This design comes from an exercise in tuning for small area, a short achievable clock period and few clock cycles per item on the open sky130 flow, not from production work.
Function was checked by simulation only, so behaviour that the tests miss may differ from the original.
No activity file was given, so power comes from the tool's default toggle rates.

==> flow/design.v (outline; a module is shown in full before it is edited, if it fits) <==
// module akelarre_core: 2089 lines
module akelarre_core (
    input  wire         clk,
    input  wire         rst,
    input  wire         start,
    input  wire [1:0]   op,
    input  wire [3:0]   rounds,
    input  wire         rot_en,
    input  wire [1:0]   klen_m1,
    input  wire [127:0] key,
    input  wire [127:0] blk_in,
    output wire         ready,
    output reg          done,
    output wire [127:0] blk_out
);
  // ...
==> flow/flow/run.sh <==
#!/bin/bash
# The standard ORFS layout (the standard.sh: standard synthesis, floorplan,
# placement, CTS, routing, finish) with the design's SDC unchanged; only the
# setup repair steps aim for a larger slack margin, so that the layout is
# sized for a shorter achieved period.
set -euo pipefail
export SETUP_SLACK_MARGIN=8.0
bash standard.sh > standard.log 2>&1
==> flow/standard.sh <==
#!/bin/bash
# synth_recipe.tcl (not shown) runs the flow's synth.tcl, then flattens the netlist and writes it again
# the make line also repeats each setting of config.mk as NAME=value (left out here)
make -C /OpenROAD-flow-scripts/flow DESIGN_CONFIG=/design/flow/config.mk WORK_HOME=/design/flow/orfs CLKGATE_MAP_FILE= SYNTH_SCRIPT=/design/flow/synth_recipe.tcl "${@:-finish}"
==> flow/config.mk <==
export PLATFORM = sky130hd
export DESIGN_NAME = akelarre_core
export DESIGN_NICKNAME = akelarre_core
export VERILOG_FILES = /design/flow/design.v
export SDC_FILE = /design/flow/constraint.sdc
export NUM_CORES = 4
export LEC_CHECK = 0
export CAP_MARGIN = 20
export CORE_MARGIN = 2
export CORE_UTILIZATION = 45
export SLEW_MARGIN = 20
export SYNTH_MEMORY_MAX_BITS = 8192
==> flow/constraint.sdc <==
create_clock -name core_clock -period 13.0 [get_ports {clk}]
set_input_delay 2.6000 -clock core_clock [delete_from_list [all_inputs] [get_ports {clk}]]
set_output_delay 2.6000 -clock core_clock [all_outputs]
set_load 0.01 [all_outputs]
==> run notes, run 1 <==
# TYPE chip_impl_metric gauge
chip_impl_info{name="outcome",value="finished clean"} 1
chip_impl_info{name="synthMostInstantiatedCell",value="sky130_fd_sc_hd__edfxtp_1"} 1
chip_impl_metric{name="cts_resized",unit=""} 283
chip_impl_metric{name="start_util",unit="%"} 45.4
chip_impl_info{name="clock_tree_from_tritoncts",value="built"} 1
chip_impl_metric{name="antenna_violations_before_repair",unit=""} 14
chip_impl_metric{name="gp_congestion",unit=""} 1.12
chip_impl_metric{name="drive_gt1_share",unit="%"} 16.5
chip_impl_metric{name="areaGrowthSynthToFinish",unit="%"} 17.7
chip_impl_metric{name="inverters_excl_clock",unit=""} 442
chip_impl_metric{name="number_of_hold_repair_buffers_added_at_the_cts_stage",unit=""} 0
chip_impl_metric{name="detailroute.wirelength.met2",unit="mm"} 172
chip_impl_metric{name="post-route-drc-count",unit=""} 0
chip_impl_metric{name="power.share.sequential",unit="%"} 30.1
chip_impl_info{name="grt_setup_unrepaired",value="yes"} 1
chip_impl_metric{name="vdd_ir_drop_max",unit="µV"} 148
chip_impl_metric{name="n_fill_cell",unit=""} 16800
chip_impl_metric{name="diodes",unit=""} 9
chip_impl_metric{name="place_area",unit="µm²"} 95700
chip_impl_info{name="crit_slowest_cell",value="sky130_fd_sc_hd__mux4_2"} 1
chip_impl_metric{name="combPwrFrac",unit="%"} 49.8
chip_impl_metric{name="well_tap_count",unit=""} 2624
chip_impl_info{name="setup.worst_path.start_class",value="flip-flop"} 1
chip_impl_metric{name="ios",unit=""} 398
chip_impl_metric{name="grtUsageMet1",unit="%"} 49.4
chip_impl_metric{name="syn_inst",unit=""} 7938
chip_impl_metric{name="routedWlPerCell",unit="µm"} 36.5
chip_impl_metric{name="finish.net_count",unit=""} 8887
chip_impl_info{name="hold_path.startpoint",value="tw2[31]"} 1
chip_impl_metric{name="fp.dieH",unit="µm"} 448
chip_impl_metric{name="die_w",unit="µm"} 448
chip_impl_metric{name="postSynthNetCount",unit=""} 8572
chip_impl_info{name="path_cells",value="buf_6 > clkbuf_16 > mux2i_1 > mux2i_1 > mux2i_2 > mux4_2 > mux4_2 > inv_2 > ha_4 > o21a_1 > o21a_1 > and2_4 > a41oi_4 > o2111ai_4 > a311oi_2 > buf_4 > o21ai_4 > a41oi_2 > xnor2_1 > mux2_2"} 1
chip_impl_metric{name="synth_edf_count",unit=""} 1395
chip_impl_info{name="dominant-cell-class",value="multi-input combinational cells"} 1
chip_impl_info{name="layout_top_registers",value="g_ent.q x736, key_r x128"} 1
chip_impl_metric{name="fraction_of_area_in_multi_input_gates",unit="%"} 42.7
chip_impl_metric{name="worst_hold_slack",unit="ps"} 388
chip_impl_metric{name="pwr_density_cell",unit="nW/µm²"} 216
chip_impl_metric{name="numCtsBuffers",unit=""} 157
chip_impl_metric{name="fin_setup_tns",unit="ps"} 0
chip_impl_metric{name="multi_input_comb_area",unit="µm²"} 44500
chip_impl_metric{name="synth_top_area_share",unit="%"} 47.3
chip_impl_metric{name="n_clock_buffer",unit=""} 183
Testbench counts, summed over its fixed seeds: cycles 66,628, items 640.
==> inputs of run 2 (changes only) <==
--- a/flow/design.v
+++ b/flow/design.v
@@ -26,71 +26,86 @@
                      D_STEP = 3'd3,    
                      D_OUT  = 3'd4;    
     function [3:0] slot_of;
         input [1:0] kl;
         input [3:0] r;
         input [3:0] m;
         begin
             case ({kl, r, m})
-            {2'd0, 4'd2, 4'd1}: slot_of = 4'd1;
-            {2'd0, 4'd3, 4'd1}: slot_of = 4'd1;
-            {2'd0, 4'd3, 4'd2}: slot_of = 4'd2;
-            {2'd0, 4'd4, 4'd1}: slot_of = 4'd1;
-            {2'd0, 4'd4, 4'd2}: slot_of = 4'd2;
-            {2'd0, 4'd4, 4'd3}: slot_of = 4'd3;
-            {2'd0, 4'd5, 4'd1}: slot_of = 4'd1;
-            {2'd0, 4'd5, 4'd2}: slot_of = 4'd2;
-            {2'd0, 4'd5, 4'd3}: slot_of = 4'd3;
-            {2'd0, 4'd5, 4'd4}: slot_of = 4'd4;
-            {2'd0, 4'd6, 4'd1}: slot_of = 4'd1;
-            {2'd0, 4'd6, 4'd2}: slot_of = 4'd2;
-            {2'd0, 4'd6, 4'd3}: slot_of = 4'd3;
-            {2'd0, 4'd6, 4'd4}: slot_of = 4'd4;
-            {2'd0, 4'd6, 4'd5}: slot_of = 4'd5;
-            {2'd0, 4'd7, 4'd1}: slot_of = 4'd1;
-            {2'd0, 4'd7, 4'd2}: slot_of = 4'd2;
-            {2'd0, 4'd7, 4'd3}: slot_of = 4'd3;
-            {2'd0, 4'd7, 4'd4}: slot_of = 4'd4;
-            {2'd0, 4'd7, 4'd5}: slot_of = 4'd5;
-            {2'd0, 4'd7, 4'd6}: slot_of = 4'd6;
-            {2'd0, 4'd8, 4'd1}: slot_of = 4'd1;
-            {2'd0, 4'd8, 4'd2}: slot_of = 4'd2;
-            {2'd0, 4'd8, 4'd3}: slot_of = 4'd3;
-            {2'd0, 4'd8, 4'd4}: slot_of = 4'd4;
-            {2'd0, 4'd8, 4'd5}: slot_of = 4'd5;
-            {2'd0, 4'd8, 4'd6}: slot_of = 4'd6;
-            {2'd0, 4'd8, 4'd7}: slot_of = 4'd7;
-            {2'd0, 4'd9, 4'd1}: slot_of = 4'd1;
-            {2'd0, 4'd9, 4'd2}: slot_of = 4'd2;
-            {2'd0, 4'd9, 4'd3}: slot_of = 4'd3;
-            {2'd0, 4'd9, 4'd4}: slot_of = 4'd4;
-            {2'd0, 4'd9, 4'd5}: slot_of = 4'd5;
-            {2'd0, 4'd9, 4'd6}: slot_of = 4'd6;
-            {2'd0, 4'd9, 4'd7}: slot_of = 4'd7;
-            {2'd0, 4'd9, 4'd8}: slot_of = 4'd8;
-            {2'd0, 4'd10, 4'd1}: slot_of = 4'd1;
-            {2'd0, 4'd10, 4'd2}: slot_of = 4'd2;
-            {2'd0, 4'd10, 4'd3}: slot_of = 4'd3;
-            {2'd0, 4'd10, 4'd4}: slot_of = 4'd4;
-            {2'd0, 4'd10, 4'd5}: slot_of = 4'd5;
-            {2'd0, 4'd10, 4'd6}: slot_of = 4'd6;
-            {2'd0, 4'd10, 4'd7}: slot_of = 4'd7;
-            {2'd0, 4'd10, 4'd8}: slot_of = 4'd8;
-            {2'd0, 4'd10, 4'd9}: slot_of = 4'd9;
-            {2'd1, 4'd2, 4'd1}: slot_of = 4'd1;
-            {2'd1, 4'd3, 4'd1}: slot_of = 4'd1;
-            {2'd1, 4'd3, 4'd2}: slot_of = 4'd2;
-            {2'd1, 4'd4, 4'd1}: slot_of = 4'd1;
-            {2'd1, 4'd4, 4'd2}: slot_of = 4'd2;
-            {2'd1, 4'd4, 4'd3}: slot_of = 4'd3;
-            {2'd1, 4'd5, 4'd1}: slot_of = 4'd1;
-            {2'd1, 4'd5, 4'd2}: slot_of = 4'd2;
-            {2'd1, 4'd5, 4'd3}: slot_of = 4'd3;
-            {2'd1, 4'd5, 4'd4}: slot_of = 4'd4;
+            {2'd0, 4'd1, 4'd0}: slot_of = 4'd1;
+            {2'd0, 4'd2, 4'd0}: slot_of = 4'd1;
+            {2'd0, 4'd2, 4'd1}: slot_of = 4'd2;
+            {2'd0, 4'd3, 4'd0}: slot_of = 4'd1;
+            {2'd0, 4'd3, 4'd1}: slot_of = 4'd2;
+            {2'd0, 4'd3, 4'd2}: slot_of = 4'd3;
+            {2'd0, 4'd4, 4'd0}: slot_of = 4'd1;
+            {2'd0, 4'd4, 4'd1}: slot_of = 4'd2;
+            {2'd0, 4'd4, 4'd2}: slot_of = 4'd3;
+            {2'd0, 4'd4, 4'd3}: slot_of = 4'd4;
+            {2'd0, 4'd5, 4'd0}: slot_of = 4'd1;
+            {2'd0, 4'd5, 4'd1}: slot_of = 4'd2;
+            {2'd0, 4'd5, 4'd2}: slot_of = 4'd3;
+            {2'd0, 4'd5, 4'd3}: slot_of = 4'd4;
+            {2'd0, 4'd5, 4'd4}: slot_of = 4'd5;
+            {2'd0, 4'd6, 4'd0}: slot_of = 4'd1;
+            {2'd0, 4'd6, 4'd1}: slot_of = 4'd2;
+            {2'd0, 4'd6, 4'd2}: slot_of = 4'd3;
+            {2'd0, 4'd6, 4'd3}: slot_of = 4'd4;
+            {2'd0, 4'd6, 4'd4}: slot_of = 4'd5;
+            {2'd0, 4'd6, 4'd5}: slot_of = 4'd6;
+            {2'd0, 4'd7, 4'd0}: slot_of = 4'd1;
+            {2'd0, 4'd7, 4'd1}: slot_of = 4'd2;
+            {2'd0, 4'd7, 4'd2}: slot_of = 4'd3;
+            {2'd0, 4'd7, 4'd3}: slot_of = 4'd4;
+            {2'd0, 4'd7, 4'd4}: slot_of = 4'd5;
+            {2'd0, 4'd7, 4'd5}: slot_of = 4'd6;
+            {2'd0, 4'd7, 4'd6}: slot_of = 4'd7;
+            {2'd0, 4'd8, 4'd0}: slot_of = 4'd1;
+            {2'd0, 4'd8, 4'd1}: slot_of = 4'd2;
+            {2'd0, 4'd8, 4'd2}: slot_of = 4'd3;
+            {2'd0, 4'd8, 4'd3}: slot_of = 4'd4;
+            {2'd0, 4'd8, 4'd4}: slot_of = 4'd5;
+            {2'd0, 4'd8, 4'd5}: slot_of = 4'd6;
+            {2'd0, 4'd8, 4'd6}: slot_of = 4'd7;
+            {2'd0, 4'd8, 4'd7}: slot_of = 4'd8;
+            {2'd0, 4'd9, 4'd0}: slot_of = 4'd1;
+            {2'd0, 4'd9, 4'd1}: slot_of = 4'd2;
+            {2'd0, 4'd9, 4'd2}: slot_of = 4'd3;
+            {2'd0, 4'd9, 4'd3}: slot_of = 4'd4;
+            {2'd0, 4'd9, 4'd4}: slot_of = 4'd5;
+            {2'd0, 4'd9, 4'd5}: slot_of = 4'd6;
+            {2'd0, 4'd9, 4'd6}: slot_of = 4'd7;
+            {2'd0, 4'd9, 4'd7}: slot_of = 4'd8;
+            {2'd0, 4'd9, 4'd8}: slot_of = 4'd9;
+            {2'd0, 4'd10, 4'd0}: slot_of = 4'd1;
+            {2'd0, 4'd10, 4'd1}: slot_of = 4'd2;
+            {2'd0, 4'd10, 4'd2}: slot_of = 4'd3;
+            {2'd0, 4'd10, 4'd3}: slot_of = 4'd4;
+            {2'd0, 4'd10, 4'd4}: slot_of = 4'd5;
+            {2'd0, 4'd10, 4'd5}: slot_of = 4'd6;
+            {2'd0, 4'd10, 4'd6}: slot_of = 4'd7;
+            {2'd0, 4'd10, 4'd7}: slot_of = 4'd8;
+            {2'd0, 4'd10, 4'd8}: slot_of = 4'd9;
+            {2'd0, 4'd10, 4'd9}: slot_of = 4'd10;
+            {2'd1, 4'd1, 4'd0}: slot_of = 4'd1;
+            {2'd1, 4'd2, 4'd0}: slot_of = 4'd1;
+            {2'd1, 4'd2, 4'd1}: slot_of = 4'd2;
+            {2'd1, 4'd3, 4'd0}: slot_of = 4'd1;
+            {2'd1, 4'd3, 4'd1}: slot_of = 4'd2;
+            {2'd1, 4'd3, 4'd2}: slot_of = 4'd3;
+            {2'd1, 4'd4, 4'd0}: slot_of = 4'd1;
+            {2'd1, 4'd4, 4'd1}: slot_of = 4'd2;
+            {2'd1, 4'd4, 4'd2}: slot_of = 4'd3;
+            {2'd1, 4'd4, 4'd3}: slot_of = 4'd4;
+            {2'd1, 4'd5, 4'd0}: slot_of = 4'd1;
+            {2'd1, 4'd5, 4'd1}: slot_of = 4'd2;
+            {2'd1, 4'd5, 4'd2}: slot_of = 4'd3;
+            {2'd1, 4'd5, 4'd3}: slot_of = 4'd4;
+            {2'd1, 4'd5, 4'd4}: slot_of = 4'd5;
             {2'd1, 4'd6, 4'd1}: slot_of = 4'd1;
             {2'd1, 4'd6, 4'd2}: slot_of = 4'd2;
             {2'd1, 4'd6, 4'd3}: slot_of = 4'd3;
             {2'd1, 4'd6, 4'd4}: slot_of = 4'd4;
             {2'd1, 4'd6, 4'd5}: slot_of = 4'd5;
             {2'd1, 4'd7, 4'd1}: slot_of = 4'd1;
             {2'd1, 4'd7, 4'd2}: slot_of = 4'd2;
             {2'd1, 4'd7, 4'd3}: slot_of = 4'd3;
@@ -106,19 +121,22 @@
             {2'd1, 4'd9, 4'd3}: slot_of = 4'd3;
             {2'd1, 4'd9, 4'd5}: slot_of = 4'd4;
             {2'd1, 4'd9, 4'd7}: slot_of = 4'd5;
             {2'd1, 4'd10, 4'd1}: slot_of = 4'd1;
             {2'd1, 4'd10, 4'd2}: slot_of = 4'd2;
             {2'd1, 4'd10, 4'd4}: slot_of = 4'd3;
             {2'd1, 4'd10, 4'd6}: slot_of = 4'd4;
             {2'd1, 4'd10, 4'd8}: slot_of = 4'd5;
-            {2'd2, 4'd2, 4'd1}: slot_of = 4'd1;
-            {2'd2, 4'd3, 4'd1}: slot_of = 4'd1;
-            {2'd2, 4'd3, 4'd2}: slot_of = 4'd2;
+            {2'd2, 4'd1, 4'd0}: slot_of = 4'd1;
+            {2'd2, 4'd2, 4'd0}: slot_of = 4'd1;
+            {2'd2, 4'd2, 4'd1}: slot_of = 4'd2;
+            {2'd2, 4'd3, 4'd0}: slot_of = 4'd1;
+            {2'd2, 4'd3, 4'd1}: slot_of = 4'd2;
+            {2'd2, 4'd3, 4'd2}: slot_of = 4'd3;
             {2'd2, 4'd4, 4'd1}: slot_of = 4'd1;
             {2'd2, 4'd4, 4'd2}: slot_of = 4'd2;
             {2'd2, 4'd4, 4'd3}: slot_of = 4'd3;
             {2'd2, 4'd5, 4'd1}: slot_of = 4'd1;
             {2'd2, 4'd5, 4'd2}: slot_of = 4'd2;
             {2'd2, 4'd5, 4'd3}: slot_of = 4'd3;
             {2'd2, 4'd6, 4'd1}: slot_of = 4'd1;
             {2'd2, 4'd6, 4'd2}: slot_of = 4'd2;
@@ -130,17 +148,19 @@
             {2'd2, 4'd8, 4'd4}: slot_of = 4'd2;
             {2'd2, 4'd8, 4'd6}: slot_of = 4'd3;
             {2'd2, 4'd9, 4'd2}: slot_of = 4'd1;
             {2'd2, 4'd9, 4'd4}: slot_of = 4'd2;
             {2'd2, 4'd9, 4'd6}: slot_of = 4'd3;
             {2'd2, 4'd10, 4'd2}: slot_of = 4'd1;
             {2'd2, 4'd10, 4'd4}: slot_of = 4'd2;
             {2'd2, 4'd10, 4'd7}: slot_of = 4'd3;
-            {2'd3, 4'd2, 4'd1}: slot_of = 4'd1;
+            {2'd3, 4'd1, 4'd0}: slot_of = 4'd1;
+            {2'd3, 4'd2, 4'd0}: slot_of = 4'd1;
+            {2'd3, 4'd2, 4'd1}: slot_of = 4'd2;
             {2'd3, 4'd3, 4'd1}: slot_of = 4'd1;
             {2'd3, 4'd3, 4'd2}: slot_of = 4'd2;
             {2'd3, 4'd4, 4'd1}: slot_of = 4'd1;
             {2'd3, 4'd4, 4'd2}: slot_of = 4'd2;
             {2'd3, 4'd5, 4'd1}: slot_of = 4'd1;
             {2'd3, 4'd5, 4'd3}: slot_of = 4'd2;
             {2'd3, 4'd6, 4'd2}: slot_of = 4'd1;
             {2'd3, 4'd6, 4'd4}: slot_of = 4'd2;
@@ -157,71 +177,86 @@
         end
     endfunction
     function [7:0] rp;
         input [1:0] kl;
         input [3:0] r;
         input [3:0] b;
         begin
             case ({kl, r, b})
-            {2'd0, 4'd2, 4'd1}: rp = {4'd1, 4'd1};
-            {2'd0, 4'd3, 4'd1}: rp = {4'd1, 4'd1};
-            {2'd0, 4'd3, 4'd2}: rp = {4'd2, 4'd2};
-            {2'd0, 4'd4, 4'd1}: rp = {4'd1, 4'd1};
-            {2'd0, 4'd4, 4'd2}: rp = {4'd2, 4'd2};
-            {2'd0, 4'd4, 4'd3}: rp = {4'd3, 4'd3};
-            {2'd0, 4'd5, 4'd1}: rp = {4'd1, 4'd1};
-            {2'd0, 4'd5, 4'd2}: rp = {4'd2, 4'd2};
-            {2'd0, 4'd5, 4'd3}: rp = {4'd3, 4'd3};
-            {2'd0, 4'd5, 4'd4}: rp = {4'd4, 4'd4};
-            {2'd0, 4'd6, 4'd1}: rp = {4'd1, 4'd1};
-            {2'd0, 4'd6, 4'd2}: rp = {4'd2, 4'd2};
-            {2'd0, 4'd6, 4'd3}: rp = {4'd3, 4'd3};
-            {2'd0, 4'd6, 4'd4}: rp = {4'd4, 4'd4};
-            {2'd0, 4'd6, 4'd5}: rp = {4'd5, 4'd5};
-            {2'd0, 4'd7, 4'd1}: rp = {4'd1, 4'd1};
-            {2'd0, 4'd7, 4'd2}: rp = {4'd2, 4'd2};
-            {2'd0, 4'd7, 4'd3}: rp = {4'd3, 4'd3};
-            {2'd0, 4'd7, 4'd4}: rp = {4'd4, 4'd4};
-            {2'd0, 4'd7, 4'd5}: rp = {4'd5, 4'd5};
-            {2'd0, 4'd7, 4'd6}: rp = {4'd6, 4'd6};
-            {2'd0, 4'd8, 4'd1}: rp = {4'd1, 4'd1};
-            {2'd0, 4'd8, 4'd2}: rp = {4'd2, 4'd2};
-            {2'd0, 4'd8, 4'd3}: rp = {4'd3, 4'd3};
-            {2'd0, 4'd8, 4'd4}: rp = {4'd4, 4'd4};
-            {2'd0, 4'd8, 4'd5}: rp = {4'd5, 4'd5};
-            {2'd0, 4'd8, 4'd6}: rp = {4'd6, 4'd6};
-            {2'd0, 4'd8, 4'd7}: rp = {4'd7, 4'd7};
-            {2'd0, 4'd9, 4'd1}: rp = {4'd1, 4'd1};
-            {2'd0, 4'd9, 4'd2}: rp = {4'd2, 4'd2};
-            {2'd0, 4'd9, 4'd3}: rp = {4'd3, 4'd3};
-            {2'd0, 4'd9, 4'd4}: rp = {4'd4, 4'd4};
-            {2'd0, 4'd9, 4'd5}: rp = {4'd5, 4'd5};
-            {2'd0, 4'd9, 4'd6}: rp = {4'd6, 4'd6};
-            {2'd0, 4'd9, 4'd7}: rp = {4'd7, 4'd7};
-            {2'd0, 4'd9, 4'd8}: rp = {4'd8, 4'd8};
-            {2'd0, 4'd10, 4'd1}: rp = {4'd1, 4'd1};
-            {2'd0, 4'd10, 4'd2}: rp = {4'd2, 4'd2};
-            {2'd0, 4'd10, 4'd3}: rp = {4'd3, 4'd3};
-            {2'd0, 4'd10, 4'd4}: rp = {4'd4, 4'd4};
-            {2'd0, 4'd10, 4'd5}: rp = {4'd5, 4'd5};
-            {2'd0, 4'd10, 4'd6}: rp = {4'd6, 4'd6};
-            {2'd0, 4'd10, 4'd7}: rp = {4'd7, 4'd7};
-            {2'd0, 4'd10, 4'd8}: rp = {4'd8, 4'd8};
-            {2'd0, 4'd10, 4'd9}: rp = {4'd9, 4'd9};
-            {2'd1, 4'd2, 4'd1}: rp = {4'd1, 4'd1};
-            {2'd1, 4'd3, 4'd1}: rp = {4'd1, 4'd1};
-            {2'd1, 4'd3, 4'd2}: rp = {4'd2, 4'd2};
-            {2'd1, 4'd4, 4'd1}: rp = {4'd1, 4'd1};
-            {2'd1, 4'd4, 4'd2}: rp = {4'd2, 4'd2};
-            {2'd1, 4'd4, 4'd3}: rp = {4'd3, 4'd3};
-            {2'd1, 4'd5, 4'd1}: rp = {4'd1, 4'd1};
-            {2'd1, 4'd5, 4'd2}: rp = {4'd2, 4'd2};
-            {2'd1, 4'd5, 4'd3}: rp = {4'd3, 4'd3};
-            {2'd1, 4'd5, 4'd4}: rp = {4'd4, 4'd4};
+            {2'd0, 4'd1, 4'd0}: rp = {4'd0, 4'd1};
+            {2'd0, 4'd2, 4'd0}: rp = {4'd0, 4'd1};
+            {2'd0, 4'd2, 4'd1}: rp = {4'd1, 4'd2};
+            {2'd0, 4'd3, 4'd0}: rp = {4'd0, 4'd1};
+            {2'd0, 4'd3, 4'd1}: rp = {4'd1, 4'd2};
+            {2'd0, 4'd3, 4'd2}: rp = {4'd2, 4'd3};
+            {2'd0, 4'd4, 4'd0}: rp = {4'd0, 4'd1};
+            {2'd0, 4'd4, 4'd1}: rp = {4'd1, 4'd2};
+            {2'd0, 4'd4, 4'd2}: rp = {4'd2, 4'd3};
+            {2'd0, 4'd4, 4'd3}: rp = {4'd3, 4'd4};
+            {2'd0, 4'd5, 4'd0}: rp = {4'd0, 4'd1};
+            {2'd0, 4'd5, 4'd1}: rp = {4'd1, 4'd2};
+            {2'd0, 4'd5, 4'd2}: rp = {4'd2, 4'd3};
+            {2'd0, 4'd5, 4'd3}: rp = {4'd3, 4'd4};
+            {2'd0, 4'd5, 4'd4}: rp = {4'd4, 4'd5};
+            {2'd0, 4'd6, 4'd0}: rp = {4'd0, 4'd1};
+            {2'd0, 4'd6, 4'd1}: rp = {4'd1, 4'd2};
+            {2'd0, 4'd6, 4'd2}: rp = {4'd2, 4'd3};
+            {2'd0, 4'd6, 4'd3}: rp = {4'd3, 4'd4};
+            {2'd0, 4'd6, 4'd4}: rp = {4'd4, 4'd5};
+            {2'd0, 4'd6, 4'd5}: rp = {4'd5, 4'd6};
+            {2'd0, 4'd7, 4'd0}: rp = {4'd0, 4'd1};
+            {2'd0, 4'd7, 4'd1}: rp = {4'd1, 4'd2};
+            {2'd0, 4'd7, 4'd2}: rp = {4'd2, 4'd3};
+            {2'd0, 4'd7, 4'd3}: rp = {4'd3, 4'd4};
+            {2'd0, 4'd7, 4'd4}: rp = {4'd4, 4'd5};
+            {2'd0, 4'd7, 4'd5}: rp = {4'd5, 4'd6};
+            {2'd0, 4'd7, 4'd6}: rp = {4'd6, 4'd7};
+            {2'd0, 4'd8, 4'd0}: rp = {4'd0, 4'd1};
+            {2'd0, 4'd8, 4'd1}: rp = {4'd1, 4'd2};
+            {2'd0, 4'd8, 4'd2}: rp = {4'd2, 4'd3};
+            {2'd0, 4'd8, 4'd3}: rp = {4'd3, 4'd4};
+            {2'd0, 4'd8, 4'd4}: rp = {4'd4, 4'd5};
+            {2'd0, 4'd8, 4'd5}: rp = {4'd5, 4'd6};
+            {2'd0, 4'd8, 4'd6}: rp = {4'd6, 4'd7};
+            {2'd0, 4'd8, 4'd7}: rp = {4'd7, 4'd8};
+            {2'd0, 4'd9, 4'd0}: rp = {4'd0, 4'd1};
+            {2'd0, 4'd9, 4'd1}: rp = {4'd1, 4'd2};
+            {2'd0, 4'd9, 4'd2}: rp = {4'd2, 4'd3};
+            {2'd0, 4'd9, 4'd3}: rp = {4'd3, 4'd4};
+            {2'd0, 4'd9, 4'd4}: rp = {4'd4, 4'd5};
+            {2'd0, 4'd9, 4'd5}: rp = {4'd5, 4'd6};
+            {2'd0, 4'd9, 4'd6}: rp = {4'd6, 4'd7};
+            {2'd0, 4'd9, 4'd7}: rp = {4'd7, 4'd8};
+            {2'd0, 4'd9, 4'd8}: rp = {4'd8, 4'd9};
+            {2'd0, 4'd10, 4'd0}: rp = {4'd0, 4'd1};
+            {2'd0, 4'd10, 4'd1}: rp = {4'd1, 4'd2};
+            {2'd0, 4'd10, 4'd2}: rp = {4'd2, 4'd3};
+            {2'd0, 4'd10, 4'd3}: rp = {4'd3, 4'd4};
+            {2'd0, 4'd10, 4'd4}: rp = {4'd4, 4'd5};
+            {2'd0, 4'd10, 4'd5}: rp = {4'd5, 4'd6};
+            {2'd0, 4'd10, 4'd6}: rp = {4'd6, 4'd7};
+            {2'd0, 4'd10, 4'd7}: rp = {4'd7, 4'd8};
+            {2'd0, 4'd10, 4'd8}: rp = {4'd8, 4'd9};
+            {2'd0, 4'd10, 4'd9}: rp = {4'd9, 4'd10};
+            {2'd1, 4'd1, 4'd0}: rp = {4'd0, 4'd1};
+            {2'd1, 4'd2, 4'd0}: rp = {4'd0, 4'd1};
+            {2'd1, 4'd2, 4'd1}: rp = {4'd1, 4'd2};
+            {2'd1, 4'd3, 4'd0}: rp = {4'd0, 4'd1};
+            {2'd1, 4'd3, 4'd1}: rp = {4'd1, 4'd2};
+            {2'd1, 4'd3, 4'd2}: rp = {4'd2, 4'd3};
+            {2'd1, 4'd4, 4'd0}: rp = {4'd0, 4'd1};
+            {2'd1, 4'd4, 4'd1}: rp = {4'd1, 4'd2};
+            {2'd1, 4'd4, 4'd2}: rp = {4'd2, 4'd3};
+            {2'd1, 4'd4, 4'd3}: rp = {4'd3, 4'd4};
+            {2'd1, 4'd5, 4'd0}: rp = {4'd0, 4'd1};
+            {2'd1, 4'd5, 4'd1}: rp = {4'd1, 4'd2};
+            {2'd1, 4'd5, 4'd2}: rp = {4'd2, 4'd3};
+            {2'd1, 4'd5, 4'd3}: rp = {4'd3, 4'd4};
+            {2'd1, 4'd5, 4'd4}: rp = {4'd4, 4'd5};
             {2'd1, 4'd6, 4'd1}: rp = {4'd1, 4'd1};
             {2'd1, 4'd6, 4'd2}: rp = {4'd2, 4'd2};
             {2'd1, 4'd6, 4'd3}: rp = {4'd3, 4'd3};
             {2'd1, 4'd6, 4'd4}: rp = {4'd4, 4'd4};
             {2'd1, 4'd6, 4'd5}: rp = {4'd5, 4'd5};
             {2'd1, 4'd7, 4'd1}: rp = {4'd1, 4'd1};
             {2'd1, 4'd7, 4'd2}: rp = {4'd2, 4'd2};
             {2'd1, 4'd7, 4'd3}: rp = {4'd3, 4'd3};
@@ -247,19 +282,22 @@
             {2'd1, 4'd10, 4'd2}: rp = {4'd2, 4'd2};
             {2'd1, 4'd10, 4'd3}: rp = {4'd2, 4'd2};
             {2'd1, 4'd10, 4'd4}: rp = {4'd4, 4'd3};
             {2'd1, 4'd10, 4'd5}: rp = {4'd4, 4'd3};
             {2'd1, 4'd10, 4'd6}: rp = {4'd6, 4'd4};
             {2'd1, 4'd10, 4'd7}: rp = {4'd6, 4'd4};
             {2'd1, 4'd10, 4'd8}: rp = {4'd8, 4'd5};
             {2'd1, 4'd10, 4'd9}: rp = {4'd8, 4'd5};
-            {2'd2, 4'd2, 4'd1}: rp = {4'd1, 4'd1};
-            {2'd2, 4'd3, 4'd1}: rp = {4'd1, 4'd1};
-            {2'd2, 4'd3, 4'd2}: rp = {4'd2, 4'd2};
+            {2'd2, 4'd1, 4'd0}: rp = {4'd0, 4'd1};
+            {2'd2, 4'd2, 4'd0}: rp = {4'd0, 4'd1};
+            {2'd2, 4'd2, 4'd1}: rp = {4'd1, 4'd2};
+            {2'd2, 4'd3, 4'd0}: rp = {4'd0, 4'd1};
+            {2'd2, 4'd3, 4'd1}: rp = {4'd1, 4'd2};
+            {2'd2, 4'd3, 4'd2}: rp = {4'd2, 4'd3};
             {2'd2, 4'd4, 4'd1}: rp = {4'd1, 4'd1};
             {2'd2, 4'd4, 4'd2}: rp = {4'd2, 4'd2};
             {2'd2, 4'd4, 4'd3}: rp = {4'd3, 4'd3};
             {2'd2, 4'd5, 4'd1}: rp = {4'd1, 4'd1};
             {2'd2, 4'd5, 4'd2}: rp = {4'd2, 4'd2};
             {2'd2, 4'd5, 4'd3}: rp = {4'd3, 4'd3};
             {2'd2, 4'd5, 4'd4}: rp = {4'd3, 4'd3};
             {2'd2, 4'd6, 4'd1}: rp = {4'd1, 4'd1};
@@ -289,17 +327,19 @@
             {2'd2, 4'd10, 4'd2}: rp = {4'd2, 4'd1};
             {2'd2, 4'd10, 4'd3}: rp = {4'd2, 4'd1};
             {2'd2, 4'd10, 4'd4}: rp = {4'd4, 4'd2};
             {2'd2, 4'd10, 4'd5}: rp = {4'd4, 4'd2};
             {2'd2, 4'd10, 4'd6}: rp = {4'd4, 4'd2};
             {2'd2, 4'd10, 4'd7}: rp = {4'd7, 4'd3};
             {2'd2, 4'd10, 4'd8}: rp = {4'd7, 4'd3};
             {2'd2, 4'd10, 4'd9}: rp = {4'd7, 4'd3};
-            {2'd3, 4'd2, 4'd1}: rp = {4'd1, 4'd1};
+            {2'd3, 4'd1, 4'd0}: rp = {4'd0, 4'd1};
+            {2'd3, 4'd2, 4'd0}: rp = {4'd0, 4'd1};
+            {2'd3, 4'd2, 4'd1}: rp = {4'd1, 4'd2};
             {2'd3, 4'd3, 4'd1}: rp = {4'd1, 4'd1};
             {2'd3, 4'd3, 4'd2}: rp = {4'd2, 4'd2};
             {2'd3, 4'd4, 4'd1}: rp = {4'd1, 4'd1};
             {2'd3, 4'd4, 4'd2}: rp = {4'd2, 4'd2};
             {2'd3, 4'd4, 4'd3}: rp = {4'd2, 4'd2};
             {2'd3, 4'd5, 4'd1}: rp = {4'd1, 4'd1};
             {2'd3, 4'd5, 4'd2}: rp = {4'd1, 4'd1};
             {2'd3, 4'd5, 4'd3}: rp = {4'd3, 4'd2};
@@ -1813,29 +1853,32 @@
     wire        g_end  = (gmode == G_FULL) ? (gblk == cfg_r && goff == 4'd8) :
                          (gmode == G_DECB) ? (gblk == gb + 4'd1 && goff == 4'd3) :
                                              (goff == 4'd3);
     reg  [7:0]  rpf, rpb;
     always @(posedge clk) begin
         rpf <= rp(kl, cfg_r, cfg_r - 4'd1);
         rpb <= rp(kl, cfg_r, gb - 4'd1);
     end
+    reg         spec;           
+    reg         gkey;           
     wire        is_enc  = (op == OP_ENC);
     wire        is_dec  = (op == OP_DEC);
-    wire        seg_acc = accept && (is_enc || is_dec);
+    wire        seg_acc = accept && (is_dec || (is_enc && !spec));
     wire        seg_end = adv && g_end;
     wire        e_decb  = (gmode == G_FULL) ? !genc : (gmode == G_DECB && gb != 4'd0);
-    wire        e_any   = (gmode == G_FULL) ? !genc : (gmode == G_DECB);
+    wire        e_head  = (gmode == G_DECB && gb == 4'd0);
+    wire        e_spec  = (gmode == G_FULL && genc) || (gmode == G_HEAD);
     wire [7:0]  e_rp    = (gmode == G_FULL) ? rpf : rpb;
-    wire        ld_new  = seg_acc || (seg_end && e_any);
+    wire        ld_new  = seg_acc || seg_end;
     wire        ld_rst  = adv && !seg_end && (rcnt < L);
-    wire        rs_busy = (gmode != G_IDLE) && (rcnt < L);
-    wire [3:0]  src_nx  = (gmode == G_IDLE) ? (pre_ok ? rpf[3:0] : 4'd0) :
-                          (gmode == G_FULL) ? (genc ? 4'd0 : rpf[3:0]) :
-                          (gmode == G_DECB && gb != 4'd0) ? rpb[3:0] : 4'd0;
+    wire        rs_busy = (gmode != G_IDLE) && (rcnt < L) && !gkey;
+    wire [3:0]  src_nx  = (gmode == G_DECB) ? ((gb != 4'd0) ? rpb[3:0] : 4'd0) :
+                          (gmode == G_FULL && !genc) ? rpf[3:0] :
+                          (pre_ok ? rpf[3:0] : 4'd0);
     wire [2:0]  ri      = ld_new ? 3'd0 : rcnt[2:0];
     wire [15:0] khalf   = key_r >> {~ri, 4'd0};
     reg  [31:0] shead;
     always @(*) begin
         case ({kl, gsrc})
             {2'd0, 4'd1}: shead = entv[32 +: 32];
             {2'd0, 4'd2}: shead = entv[96 +: 32];
             {2'd0, 4'd3}: shead = entv[160 +: 32];
@@ -1855,21 +1898,22 @@
             {2'd2, 4'd1}: shead = entv[160 +: 32];
             {2'd2, 4'd2}: shead = entv[352 +: 32];
             {2'd2, 4'd3}: shead = entv[544 +: 32];
             {2'd3, 4'd1}: shead = entv[224 +: 32];
             {2'd3, 4'd2}: shead = entv[480 +: 32];
             default: shead = 32'd0;
         endcase
     end
-    wire [31:0] rval    = (gsrc == 4'd0) ? {khalf, khalf} : shead;
-    wire [31:0] key0    = {key_r[127:112], key_r[127:112]};
+    wire        from_key = ld_new ? ((accept && (is_enc || !pre_ok)) || (seg_end && (e_spec || e_head)) ||
+                                     (gsrc == 4'd0))
+                                  : gkey;
     wire        rld     = ld_new || ld_rst;
-    wire [31:0] e0_d    = (accept && (is_enc || !pre_ok)) ? key0 : rval;
-    wire        turn0   = (accept && is_dec && pre_ok) || (seg_end && e_any);
+    wire [31:0] e0_d    = from_key ? {khalf, khalf} : shead;
+    wire        turn0   = (accept && is_dec && pre_ok) || (seg_end && (e_decb || e_head));
     wire [3:0]  goffm4 = goff - 4'd4;
     wire        in_ck  = (goff >= 4'd4) && (goffm4 < L);
     wire [3:0]  act    = in_ck ? slot_of(kl, cfg_r, gblk) : 4'd0;
     wire [15:0] sh;
     genvar gk;
     generate
         for (gk = 0; gk < 16; gk = gk + 1) begin : g_sh
             if (gk == 0) begin : g_ls
@@ -1945,51 +1989,63 @@
     wire [30:0] rr    = rot31(ring, ya);
     wire [31:0] wrot  = wi[0] ? {w[31], rr} : {rr, w[0]};
     wire [31:0] wnext = wrot + zr;
     always @(posedge clk) begin
         if (rst) begin
             gmode  <= G_IDLE;
             zv     <= 1'b0;
             s1v    <= 1'b0;
+            spec   <= 1'b0;
             pre_ok <= 1'b0;
         end else begin
             if (mv) begin
                 s1v    <= adv;
                 s1want <= g_want;
                 s1rt   <= (gmode == G_FULL) && gblk == cfg_r && goff == 4'd4;
                 s1tc   <= (gmode == G_FULL) && gblk == cfg_r && goff >= 4'd5 && goff <= 4'd8;
                 s1last <= (gmode == G_FULL) && g_end;
                 zr     <= zword;
                 zv     <= s1v && s1want;
                 if (s1v && s1rt)
                     rt <= 7'd0 - zword[6:0];
                 if (s1v && s1last)
                     pre_ok <= 1'b1;
             end
-            if (accept) begin
-                zv <= 1'b0;
+            if (accept && !(is_enc && spec)) begin
+                zv  <= 1'b0;
+                s1v <= 1'b0;
+            end
+            if (accept)
+                spec <= 1'b0;
+            if (accept && !is_enc && !is_dec) begin
                 if (op == OP_KEYEXP)
                     pre_ok <= 1'b0;
-            end
-            if (seg_acc) begin
+                gmode <= G_IDLE;
+            end else if (seg_acc) begin
                 gmode <= (is_dec && pre_ok) ? G_DECB : G_FULL;
                 genc  <= is_enc;
                 gb    <= cfg_r - 4'd1;
                 gblk  <= (is_dec && pre_ok) ? rpf[7:4] : 4'd0;
-                goff  <= (is_dec && pre_ok && rpf[7:4] != 4'd0) ? 4'd4 : 4'd0;
+                goff  <= (is_dec && pre_ok && rpf[3:0] != 4'd0) ? 4'd4 : 4'd0;
                 rcnt  <= 4'd1;
-                if (is_enc || !pre_ok)
-                    gsrc <= 4'd0;
+                gkey  <= !(is_dec && pre_ok) || (gsrc == 4'd0);
             end else if (seg_end) begin
-                gmode <= e_decb ? G_DECB : (e_any ? G_HEAD : G_IDLE);
+                if (e_spec) begin
+                    gmode <= G_FULL;
+                    genc  <= 1'b1;
+                    spec  <= 1'b1;
+                end else begin
+                    gmode <= e_decb ? G_DECB : G_HEAD;
+                end
                 gb    <= (gmode == G_FULL) ? cfg_r - 4'd1 : gb - 4'd1;
                 gblk  <= e_decb ? e_rp[7:4] : 4'd0;
-                goff  <= (e_decb && e_rp[7:4] != 4'd0) ? 4'd4 : 4'd0;
+                goff  <= (e_decb && e_rp[3:0] != 4'd0) ? 4'd4 : 4'd0;
                 rcnt  <= 4'd1;
+                gkey  <= !e_decb || (gsrc == 4'd0);
             end else begin
                 if (!rs_busy)
                     gsrc <= src_nx;
                 if (adv) begin
                     if (rcnt < L)
                         rcnt <= rcnt + 4'd1;
                     if (goff == 4'd12) begin
                         goff <= 4'd0;
==> run 2 against run 1 <==
Compared with the run above: still clean; die area up 2.8%; sequential cell count up 2; maximum frequency down 1.5%; via count up 6.3%; synthesized cell count up 4.7%; global-route usage up 3.5 points; sequential share of layout area down 1.6 points; worst hold slack worse by 7.7 ps; largest cell class unchanged; largest power group unchanged.
==> run notes, run 2 <==
# TYPE chip_impl_metric gauge
chip_impl_info{name="outcome",value="finished clean"} 1
chip_impl_metric{name="post-route-drc-count",unit=""} 0
chip_impl_info{name="synth.top_cells.by_area",value="sky130_fd_sc_hd__edfxtp_1 46%, sky130_fd_sc_hd__mux2i_1 4.0%, sky130_fd_sc_hd__mux4_2 3.7%, sky130_fd_sc_hd__mux2_2 3.6%, sky130_fd_sc_hd__fa_1 3.4%"} 1
chip_impl_metric{name="n_fill_cell",unit=""} 17400
chip_impl_metric{name="die_w",unit="µm"} 454
chip_impl_metric{name="gp_congestion",unit=""} 1.09
chip_impl_metric{name="synthesis.yosys.warnings",unit=""} 1
chip_impl_metric{name="timing.critical_path.buf_inv",unit=""} 3
chip_impl_metric{name="grt_pass1_vias",unit=""} 74000
chip_impl_metric{name="grt_max_degree",unit=""} 129
chip_impl_info{name="end_kind",value="flip-flop"} 1
chip_impl_info{name="hold_end",value="g_ent[15].q[11]"} 1
chip_impl_metric{name="worst-slew-pin-transition",unit="ps"} 1210
chip_impl_metric{name="postSynthNetCount",unit=""} 8944
chip_impl_metric{name="hold_viol_final",unit=""} 0
chip_impl_metric{name="final-seq-area",unit="µm²"} 42500
chip_impl_metric{name="yosys.cell_types.count",unit=""} 109
chip_impl_metric{name="cts_buffer_depth",unit=""} 3
chip_impl_metric{name="finish.net_count",unit=""} 9391
chip_impl_info{name="hold_path.startpoint",value="g_ent[16].q[11]"} 1
chip_impl_info{name="yosysTopAreaCell",value="sky130_fd_sc_hd__edfxtp_1"} 1
chip_impl_metric{name="fp.dieH",unit="µm"} 454
chip_impl_metric{name="insertion_delay",unit="ps"} 880
chip_impl_metric{name="worst-endpoint-required",unit="ps"} 13630
chip_impl_metric{name="worst_hold_slack",unit="ps"} 381
chip_impl_info{name="synth_common_cells",value="1396 x sky130_fd_sc_hd__edfxtp_1, 634 x sky130_fd_sc_hd__nand2_1, 631 x sky130_fd_sc_hd__nor2_1, 435 x sky130_fd_sc_hd__a21oi_1, 432 x sky130_fd_sc_hd__clkbuf_1"} 1
chip_impl_info{name="registers.top_by_ff_count",value="g_ent.q"} 1
chip_impl_metric{name="syn_inst",unit=""} 8309
chip_impl_metric{name="largest_register_ffs",unit=""} 736
chip_impl_metric{name="yosys.area_share.xor_xnor",unit="%"} 2.40
chip_impl_info{name="setup.worst_path.start_class",value="flip-flop"} 1
chip_impl_metric{name="depth_of_the_most_critical_reg_to_reg_path",unit=""} 24
chip_impl_metric{name="arrival",unit="ps"} 5940
chip_impl_metric{name="drive_gt1_share",unit="%"} 18.3
chip_impl_metric{name="grt_first_pass_wirelength",unit="mm"} 608
chip_impl_metric{name="routedWlPerCell",unit="µm"} 38.9
chip_impl_metric{name="num_rows",unit=""} 165
chip_impl_metric{name="drt-initial-drc-count",unit=""} 11800
chip_impl_metric{name="path_clk_slew",unit="ps"} 60
chip_impl_metric{name="static-leakage-power",unit="nW"} 39.0
chip_impl_metric{name="areaGrowthSynthToFinish",unit="%"} 19.3
chip_impl_metric{name="overflow",unit=""} 0
chip_impl_info{name="synthMostInstantiatedCell",value="sky130_fd_sc_hd__edfxtp_1"} 1
chip_impl_metric{name="detailroute.via_count",unit=""} 79200
chip_impl_info{name="grt_setup_unrepaired",value="yes"} 1
chip_impl_metric{name="numCtsBuffers",unit=""} 159
chip_impl_metric{name="synth.mux.area_fraction",unit="%"} 11.4
chip_impl_metric{name="timing.fmax",unit="GHz"} 0.188
chip_impl_metric{name="worst_slew_margin_relative_to_its_limit",unit="%"} 19.5
chip_impl_metric{name="design_power_total",unit="mW"} 23.8
chip_impl_metric{name="count_of_placed_standard_cells_including_taps",unit=""} 11100
chip_impl_metric{name="grt_use_total",unit="%"} 42.6
chip_impl_metric{name="synth-seq-area-share",unit="%"} 46.6
chip_impl_metric{name="min_delay_path_depth",unit=""} 0
chip_impl_metric{name="ios",unit=""} 398
chip_impl_metric{name="multi_input_comb_area",unit="µm²"} 47900
chip_impl_metric{name="core_area",unit="µm²"} 202000
chip_impl_info{name="synth_ff_type",value="sky130_fd_sc_hd__edfxtp_1"} 1
chip_impl_metric{name="synth_simple_gate_area_share",unit="%"} 12.3
chip_impl_info{name="cts-root-buf",value="sky130_fd_sc_hd__clkbuf_16"} 1
chip_impl_metric{name="async_reset_ff_share",unit="%"} 0
chip_impl_metric{name="synthesis.area",unit="µm²"} 91100
chip_impl_metric{name="synth_edf_count",unit=""} 1396
chip_impl_metric{name="fin_setup_tns",unit="ps"} 0
chip_impl_metric{name="cts_htree_levels",unit=""} 4
chip_impl_metric{name="yosys.area_share.adder",unit="%"} 6.31
chip_impl_info{name="worstReg2RegEnd",value="w[28]"} 1
chip_impl_metric{name="timing.clock.skew",unit="ps"} 93.5
chip_impl_metric{name="pwr_density_cell",unit="nW/µm²"} 219
chip_impl_metric{name="drtPass1Iterations",unit=""} 9
chip_impl_metric{name="number_of_hold_repair_buffers_added_at_the_cts_stage",unit=""} 0
chip_impl_metric{name="setup_viol",unit=""} 0
chip_impl_metric{name="reg_to_reg_slack_setup",unit="ps"} 7680
chip_impl_info{name="path_cells",value="buf_8 > xnor2_4 > buf_6 > o22ai_1 > nor2_2 > a21oi_1 > nand2_1 > o21ai_2 > o21ai_1 > a21oi_2 > mux2i_1 > ha_2 > inv_2 > fa_2 > nor2b_2 > o31a_1 > a211o_4 > o31ai_4 > o21ai_4 > a31oi_4 > nor2b_4 > o2111a_1 > xnor2_2 > mux2_4"} 1
chip_impl_metric{name="route.final.wire_length",unit="mm"} 451
chip_impl_metric{name="slew_viol_final",unit=""} 0
chip_impl_metric{name="vdd_ir_drop_max",unit="µV"} 167
chip_impl_metric{name="cts.sinks",unit=""} 1423
chip_impl_metric{name="max_stage_delay",unit="ps"} 510
chip_impl_metric{name="layout_worst_path_cycle_share",unit="%"} 40.9
chip_impl_info{name="clock_tree_from_tritoncts",value="built"} 1
chip_impl_metric{name="place_hpwl",unit="mm"} 318
chip_impl_metric{name="port-buffer-count",unit=""} 397
chip_impl_info{name="synth_top_family_by_area",value="compound AO/OA/AOI/OAI gates"} 1
chip_impl_info{name="layout_common_cells",value="1396 x sky130_fd_sc_hd__edfxtp_1, 617 x sky130_fd_sc_hd__nand2_1, 594 x sky130_fd_sc_hd__nor2_1, 400 x sky130_fd_sc_hd__a21oi_1, 395 x sky130_fd_sc_hd__buf_4"} 1
chip_impl_info{name="crit_slowest_cell",value="sky130_fd_sc_hd__edfxtp_1"} 1
chip_impl_info{name="crit_family",value="compound AO/OA/AOI/OAI gates"} 1
chip_impl_metric{name="syn_avg_cell_area",unit="µm²"} 11.0
chip_impl_info{name="layout_top_registers",value="g_ent.q x736, key_r x128"} 1
chip_impl_metric{name="drv.max_cap_violation_count",unit=""} 0
chip_impl_info{name="layout_commonest_cell",value="sky130_fd_sc_hd__edfxtp_1"} 1
chip_impl_metric{name="largest_fanout_on_the_critical_path",unit=""} 6
chip_impl_metric{name="start_util",unit="%"} 45.2
chip_impl_metric{name="final_critical_delay_including_setup_and_external_delays",unit="ps"} 5320
chip_impl_metric{name="antenna_violations_before_repair",unit=""} 30
chip_impl_metric{name="avgViaCountPerCell",unit=""} 6.84
chip_impl_info{name="min_path_type",value="reg -> reg"} 1
chip_impl_metric{name="antenna_left",unit=""} 0
chip_impl_metric{name="synth_top_area_share",unit="%"} 46.0
chip_impl_info{name="r2r_start",value="wi[0]"} 1
chip_impl_metric{name="synth_seq_cells",unit=""} 1423
chip_impl_metric{name="die_footprint",unit="µm²"} 206000
chip_impl_metric{name="synthesized_area_fraction_occupied_by_ao_oa_aoi_and_oai_cells",unit="%"} 16.9
chip_impl_info{name="critical_setup_path_kind",value="reg -> reg"} 1
chip_impl_metric{name="layoutNonFillerInstCount",unit=""} 11600
run 2: through the flow:
stage	cell area [µm²]	utilization [%]	setup WS (ps)
after detailed placement	98900	49.0	5870
after floorplan	91300	-	5430
after global placement	98800	49.0	5890
final	109000	53.9	7680
after CTS	107000	53.2	7810
after global routing	109000	53.9	7520
run 2: timing repair:
action | in CTS | in global routing
buffers inserted | 146 | 51
endpoints found under the setup margin | 940 | 633
pin swaps | 43 | 50
resized for setup | 347 | 207
gates cloned | 12 | 3
run 2: worst max-delay path by stage:
stage,start,endpoint,depth (start not counted)
floorplan,start,a0[0],4
global placement,op[0],g_ent[19].q[30],11
detailed placement,op[0],g_ent[19].q[30],11
CTS,ya[0],w[31],24
global route,wi[0],w[28],24
finish,wi[0],w[28],24
run 2: area by class of cell:
class / instances / area share, %
multi-input combinational: 5943 / 44.0
clock buffer: 186 / 3.75
tap: 2672 / 3.07
clock inverter: 101 / 1.05
timing repair buffer: 876 / 7.76
sequential: 1423 / 39.0
inverter: 353 / 1.25
antenna: 23 / 0.0529
run 2: power by group:
group	leakage [nW]	switching, mW	total, mW	internal [mW]
clock network	2.51	2.04	4.58	2.54
logic	23.5	8.33	12.5	4.20
registers	13.0	0.677	6.71	6.04
total	39.0	11.1	23.8	12.8
run 2: logic make-up (layout without fill, tap and decap cells):
| family | Yosys count | in the layout |
|---|---|---|
| other | 0 | 23 |
| xor gates and xnor gates | 250 | 253 |
| adders and majority gates | 367 | 367 |
| buffers and inverters | 949 | 1516 |
| AOI/OAI and AO/OA | 2260 | 2261 |
| and+or+nand+nor | 2248 | 2250 |
| muxes | 812 | 812 |
| DFF | 1423 | 1423 |
run 2: per-layer routing:
metal	wire length (µm)	GRT usage, %	up-vias
li1	-	-	32500
met1	162000	51.5	39400
met2	192000	62.5	5755
met3	49800	12.0	1477
met4	47500	36.8	12
met5	163	0.0933	-
Testbench counts of run 2, summed over its fixed seeds: cycles 65,468, items 640.
==> inputs of run 3 (changes only) <==
--- a/flow/config.mk
+++ b/flow/config.mk
@@ -7,6 +7,6 @@
 export LEC_CHECK = 0
 export CAP_MARGIN = 20
 export CORE_MARGIN = 2
-export CORE_UTILIZATION = 45
+export CORE_UTILIZATION = 65
 export SLEW_MARGIN = 20
 export SYNTH_MEMORY_MAX_BITS = 8192
==> run 3 against run 2 <==
Compared with the run above: the run now fails in global routing; synthesized cell count is the same; synthesized area is the same.
==> run notes, run 3 <==
# TYPE chip_impl_metric gauge
chip_impl_info{name="synth_ff_type",value="sky130_fd_sc_hd__edfxtp_1"} 1
chip_impl_metric{name="fp.dieH",unit="µm"} 378
chip_impl_metric{name="postSynthNetCount",unit=""} 8944
chip_impl_info{name="last-stage-reached",value="global routing"} 1
chip_impl_metric{name="synthesis.area",unit="µm²"} 91100
chip_impl_metric{name="syn_inst",unit=""} 8309
chip_impl_metric{name="synth_seq_cells",unit=""} 1423
chip_impl_metric{name="synth-seq-area-share",unit="%"} 46.6
chip_impl_info{name="flow.first_error",value="[ERROR GRT-0116] Global routing finished with congestion. Check the congestion regions in the DRC Viewer."} 1
chip_impl_info{name="cts-root-buf",value="sky130_fd_sc_hd__clkbuf_16"} 1
chip_impl_metric{name="overflow",unit=""} 400
chip_impl_metric{name="grt_first_pass_wirelength",unit="mm"} 808
chip_impl_info{name="synthMostInstantiatedCell",value="sky130_fd_sc_hd__edfxtp_1"} 1
chip_impl_metric{name="async_reset_ff_share",unit="%"} 0
chip_impl_metric{name="ios",unit=""} 398
chip_impl_metric{name="port-buffer-count",unit=""} 397
chip_impl_metric{name="place_hpwl",unit="mm"} 301
chip_impl_info{name="synth_common_cells",value="1396 x sky130_fd_sc_hd__edfxtp_1, 634 x sky130_fd_sc_hd__nand2_1, 631 x sky130_fd_sc_hd__nor2_1, 435 x sky130_fd_sc_hd__a21oi_1, 432 x sky130_fd_sc_hd__clkbuf_1"} 1
chip_impl_metric{name="grt_max_degree",unit=""} 187
chip_impl_metric{name="synth_top_area_share",unit="%"} 46.0
chip_impl_metric{name="gp_congestion",unit=""} 1.20
chip_impl_metric{name="synth_edf_count",unit=""} 1396
chip_impl_info{name="outcome",value="did not finish"} 1
chip_impl_metric{name="numCtsBuffers",unit=""} 144
chip_impl_metric{name="num_rows",unit=""} 137
chip_impl_metric{name="cts.sinks",unit=""} 1423
chip_impl_metric{name="die_w",unit="µm"} 378
chip_impl_metric{name="synthesis.yosys.warnings",unit=""} 1
chip_impl_metric{name="syn_avg_cell_area",unit="µm²"} 11.0
chip_impl_metric{name="start_util",unit="%"} 65.4
chip_impl_metric{name="grt_use_total",unit="%"} 79.5
chip_impl_metric{name="grt_pass1_vias",unit=""} 98400
chip_impl_info{name="yosysTopAreaCell",value="sky130_fd_sc_hd__edfxtp_1"} 1
chip_impl_metric{name="cts_htree_levels",unit=""} 4
chip_impl_metric{name="yosys.cell_types.count",unit=""} 109
chip_impl_metric{name="cts_buffer_depth",unit=""} 3
chip_impl_info{name="synth.top_cells.by_area",value="sky130_fd_sc_hd__edfxtp_1 46%, sky130_fd_sc_hd__mux2i_1 4.0%, sky130_fd_sc_hd__mux4_2 3.7%, sky130_fd_sc_hd__mux2_2 3.6%, sky130_fd_sc_hd__fa_1 3.4%"} 1
-- run 3: cell counts after synthesis --
Identical to the previous run, type by type.
-- run 3: how the worst max path moves through the flow --
| stage | from | end | slack, ps | cells after the start |
|---|---|---|---|---|
| CTS | ya[0] | w[31] | 7900 | 21 |
| detailed placement | op[0] | g_ent[0].q[30] | 5790 | 10 |
| global placement | op[0] | g_ent[0].q[30] | 6060 | 10 |
| floorplan | start | a0[0] | 5430 | 4 |
-- run 3: repair_timing --
item / 4_1_cts
pin swaps: 42
endpoints found under the setup margin: 1022
buffers inserted: 112
gates resized for setup: 292
hold buffers: 0
gates cloned: 12
-- run 3: cells by family after synthesis --
logic type,count (synthesis),share of synthesized area (%)
xor+xnor,250,2.40
flops,1423,46.6
simple gates,2248,12.3
mux,812,11.4
buf+inv,949,4.14
fa+ha+maj,367,6.31
compound gates,2260,16.9
-- run 3: stage by stage --
stage	instance area [µm²]	setup slack, ps	power (mW)	std cells	hold WS [ps]
3_5_place_dp	97400	5790	17.6	10200	405
3_3_place_gp	97400	6060	17.0	10200	400
4_1_cts	105000	7900	22.7	10600	394
2_1_floorplan	91300	5430	12.8	8309	400
-- run 3: metal layers --
| layer | track usage, % | overflow |
|---|---|---|
| met1 | 80.9 | 14 |
| met2 | 92.4 | 188 |
| met3 | 67.1 | 16 |
| met4 | 78.4 | 179 |
| met5 | 34.8 | 3 |
-- run 3: power by group through the flow --
stage                     Sequential (mW)  Clock [mW]  Combinational [mW]
after floorplan                      6.49           0                6.31
after global placement               6.88           0                10.2
after detailed placement             6.92           0                10.7
after CTS                            6.80        4.26                11.6

[afterwards: timing with drivers on the ports]
No port has a modelled driver above. Below, the same layouts with a new extraction and two added sets of constraints.
Step 1, drivers: a clkbuf_16 drives clk and a buf_2 each remaining input, both assumed.
Step 2 times the ports against the registers' clock, not the clock port: input delays grow and output delays shrink by t, the midpoint of the rising clock arrivals with the driver on.
a / b / c = no drivers / after step 1 / after step 2; a / b = the first two.
run	shift t [ns]	setup slack, ns	cell pins on the clock port's net
run 1	0.905	7.766 / 7.766 / 7.198	1
run 2	0.921	7.684 / 7.684 / 7.194	1
After both steps setup and hold are still met in every run listed. The setup slack of run 1, which loses most, moves by 0.000 ns with the drivers and by -0.568 ns with both steps.
